What follows belongs to an exercise in optimizing a design on an open flow for small area; a production flow would make more cautious choices. The RTL was checked by simulation tests, not by an equivalence proof against the original design. Power and IR drop assume default switching activity.

==> inputs of run a <==
Design pitchcomm_engine, start of the top module:
module pitchcomm_engine (
  input  wire        clk,
  input  wire        rst,         
  input  wire        bus_valid,
  input  wire        bus_write,
  input  wire [7:0]  bus_addr,
  input  wire [3:0]  bus_be,
  input  wire [31:0] bus_wdata,
  output wire [31:0] bus_rdata,
  output wire        bus_fault
);
clock: 8.0 ns
lec_check: 0
cap_margin: 20
core_margin: 2
core_utilization: 60
gpl_timing_driven: 0
slew_margin: 20
synth_hierarchical: 1
standard.sh (not shown) runs the stock make flow with config.mk's settings and CLKGATE_MAP_FILE= SYNTH_SCRIPT=/design/flow/synth_recipe.tcl, a recipe that flattens the netlist after the stock synthesis.
==> flow/flow/run.sh <==
#!/bin/bash
# The standard layout (standard.sh, unchanged synthesis), with two changes:
# - the port buffers are the smallest buffer cell (buf_1) instead of the one
#   buffer_ports picks by default;
# - clock tree synthesis uses clkbuf_8 buffers in larger sink clusters and
#   inserts no dummy loads.
# standard.sh's full output goes to standard.log; ORFS's per-step logs are in
# orfs/logs/.
set -euo pipefail
export BUFFER_PORTS_ARGS="-buffer_cell sky130_fd_sc_hd__buf_1"
export CTS_ARGS="-sink_clustering_enable -repair_clock_nets -dont_use_dummy_load -buf_list sky130_fd_sc_hd__clkbuf_8 -sink_clustering_size 16 -sink_clustering_max_diameter 60"
bash standard.sh > standard.log 2>&1
==> run b (differences from run a) <==
--- a/flow/design.v
+++ b/flow/design.v
@@ -243,13 +243,13 @@
   wire is_enc_seq  = (op == 8'h11);
   wire is_seq_load = (op == 8'h12) && za && zb;
   wire is_decode   = (op == 8'h20) && za && zb && zc;
   wire is_admit    = (op == 8'h30) && zb;
   wire is_legal    = is_nop | is_ck_init | is_ck_upd | is_enc_next | is_enc_seq |
                      is_seq_load | is_decode | is_admit;
-  wire        crc_tx  = bus_addr[6];    
+  wire        crc_tx  = bus_addr[6] & ~bus_addr[5];
   wire        crc_rx  = ~crc_tx;
   wire [23:0] crc_src;
   wire [23:0] tx_src = {txb4, txb3, txb2};
   generate
     for (g = 0; g < 24; g = g + 1) begin : g_csrc
       pc_ao22 u_m (.a1(tx_src[g]), .a2(crc_tx), .b1(rxb[16 + g]), .b2(crc_rx), .y(crc_src[g]));
@@ -427,17 +427,18 @@
     last_time <= lt_d;
     result    <= rst ? S_OK : (we_cmd ? cmd_result : result);
     err       <= nrst & (err | fault_now | (we_cmd & ~is_legal));
   end
   wire a6 = bus_addr[6], a5 = bus_addr[5], a4 = bus_addr[4], a3 = bus_addr[3], a2 = bus_addr[2];
   wire [2:0] bi = bus_addr[4:2];
-  wire [7:0] sR, sT;
+  wire [7:0] sR, sT, sB;
   generate
     for (g = 0; g < 8; g = g + 1) begin : g_sel
       assign sR[g] = a6 & a5 & (bi == g);
       assign sT[g] = a6 & ~a5 & (bi == g) & tx_ok;
+      assign sB[g] = a6 & (bi == g) & (a5 | tx_ok);    
     end
   endgenerate
   wire s_now    = ~a6 & a5 & ~a3 & ~a2;
   wire s_rxlen  = ~a6 & a5 & ~a3 & a2;
   wire s_dds    = ~a6 & a5 & a3 & ~a2 & valid;
   wire s_lt     = ~a6 & a5 & a3 & a2 & valid;
@@ -451,27 +452,26 @@
   wire [31:0] kconst = ({32{s_config}} & 32'h0001CC73) | ({32{s_window}} & 32'h000001F4) |
                        ({32{s_preset}} & 32'h0000FFFF) | ({32{sT[0]}} & 32'h000000CC) |
                        ({32{sT[1]}} & 32'h00000001) | ({32{s_dds}} & 32'h00010000);
   wire [3:0] status_lo = {result[2] & result[1], result};
   generate
     for (g = 0; g < 8; g = g + 1) begin : g_rd_lo
-      wire [6:0] t;
-      pc_aoi222 u0 (.a1(sR[0]), .a2(rxb[g]),      .b1(sR[1]), .b2(rxb[8 + g]),  .c1(sR[2]), .c2(rxb[16 + g]), .y(t[0]));
-      pc_aoi222 u1 (.a1(sR[3]), .a2(rxb[24 + g]), .b1(sR[4]), .b2(rxb[32 + g]), .c1(sR[5]), .c2(rxb[40 + g]), .y(t[1]));
-      pc_aoi222 u2 (.a1(sR[6]), .a2(rxb[48 + g]), .b1(sR[7]), .b2(rxb[56 + g]), .c1(sT[2]), .c2(txb2[g]),    .y(t[2]));
-      pc_aoi222 u3 (.a1(sT[3]), .a2(txb3[g]),     .b1(sT[4]), .b2(txb4[g]),     .c1(sT[5]), .c2(fcrc[8 + g]), .y(t[3]));
-      pc_aoi222 u4 (.a1(sT[6]), .a2(fcrc[g]),     .b1(s_ck),  .b2(ck_acc[g]),   .c1(s_txseq), .c2(txseq[g]), .y(t[4]));
-      pc_aoi222 u5 (.a1(s_rxf), .a2(rx_seq[g]),   .b1(s_now), .b2(now[g]),      .c1(s_rxlen), .c2(rxlen[g]), .y(t[5]));
+      wire [5:0] t;
+      pc_aoi222 u0 (.a1(sR[0]), .a2(rxb[g]),      .b1(sR[1]), .b2(rxb[8 + g]),  .c1(sB[2]), .c2(crc_src[g]),      .y(t[0]));
+      pc_aoi222 u1 (.a1(sB[3]), .a2(crc_src[8 + g]), .b1(sB[4]), .b2(crc_src[16 + g]), .c1(sR[5]), .c2(rxb[40 + g]), .y(t[1]));
+      pc_aoi222 u2 (.a1(sR[6]), .a2(rxb[48 + g]), .b1(sR[7]), .b2(rxb[56 + g]), .c1(sT[5]), .c2(fcrc[8 + g]), .y(t[2]));
+      pc_aoi222 u3 (.a1(sT[6]), .a2(fcrc[g]),     .b1(s_ck),  .b2(ck_acc[g]),   .c1(s_txseq), .c2(txseq[g]), .y(t[3]));
+      pc_aoi222 u4 (.a1(s_rxf), .a2(rx_seq[g]),   .b1(s_now), .b2(now[g]),      .c1(s_rxlen), .c2(rxlen[g]), .y(t[4]));
       if (g < 4) begin : g_st
-        pc_aoi222 u6 (.a1(s_dds), .a2(last_seq[g]), .b1(s_lt), .b2(last_time[g]), .c1(s_status), .c2(status_lo[g]), .y(t[6]));
+        pc_aoi222 u5 (.a1(s_dds), .a2(last_seq[g]), .b1(s_lt), .b2(last_time[g]), .c1(s_status), .c2(status_lo[g]), .y(t[5]));
         assign bus_rdata[g] = ~(&t) | kconst[g];
       end else begin : g_nst
         wire t7, t8;
         pc_nand2 u7 (.a(s_dds), .b(last_seq[g]), .y(t7));
         pc_nand2 u8 (.a(s_lt), .b(last_time[g]), .y(t8));
-        assign bus_rdata[g] = ~(&t[5:0] & t7 & t8) | kconst[g];
+        assign bus_rdata[g] = ~(&t[4:0] & t7 & t8) | kconst[g];
       end
     end
   endgenerate
   generate
     for (g = 8; g < 16; g = g + 1) begin : g_rd_mid
       wire [1:0] t;
Settings changed: GPL_TIMING_DRIVEN 0 to default.
==> notes <==
In run a the synthesized area is higher than in run b, by 0.50%.
Global-route usage: run b is lower than run a (1.8 points).
Between run b and run a, the lower core utilization is in run b (gap 0.36 points).
In run b the power is larger than in run a, by 1.4%.
Of run a and run b, run b has the higher sequential share of layout area (gap 0.34 points).
Of run b and run a, run a has the higher via count (gap 3.1%, measured against run a).
Between run b and run a, the lower clock-buffer cell count is in run a (gap 2).
Of run a and run b, run a has the higher synthesized cell count (gap about 0.54%, measured against run b).
Of run a and run b, run b has the higher setup slack (gap 0.68 ns).
Between run b and run a, the lower final area is in run b (gap about 0.9%, measured against run a).

## static timing again, ports no longer ideal
The flow's constraints put no driver on any port. The routed layouts listed below were extracted and timed again, unchanged, in two steps. Step 1 assumes that a clkbuf_16 drives the clock port and a buf_2 every other input. Step 2 times the ports against the registers' clock, not the clock port: input delays grow and output delays shrink by t, the midpoint of the rising clock arrivals with the driver on. Slacks: ideal / step 1 / step 2; pairs: ideal / step 1.
run | shift t [ns] | setup WS [ns] | worst setup path at the end | latest minus earliest clock arrival (ns) | worst register clock-pin slew, ns
run a | 0.578 | 0.352 / 0.287 / -0.137 | input to register | 0.036 / 0.035 | 0.10 / 0.10
run b | 0.571 | 1.032 / 1.012 / 1.012 | input to output | 0.070 / 0.070 | 0.10 / 0.10
Met with ideal ports but missed after step 2: setup timing in run a. The setup slack of run a, which loses most, moves by -0.065 ns with the drivers and by -0.489 ns with both steps.
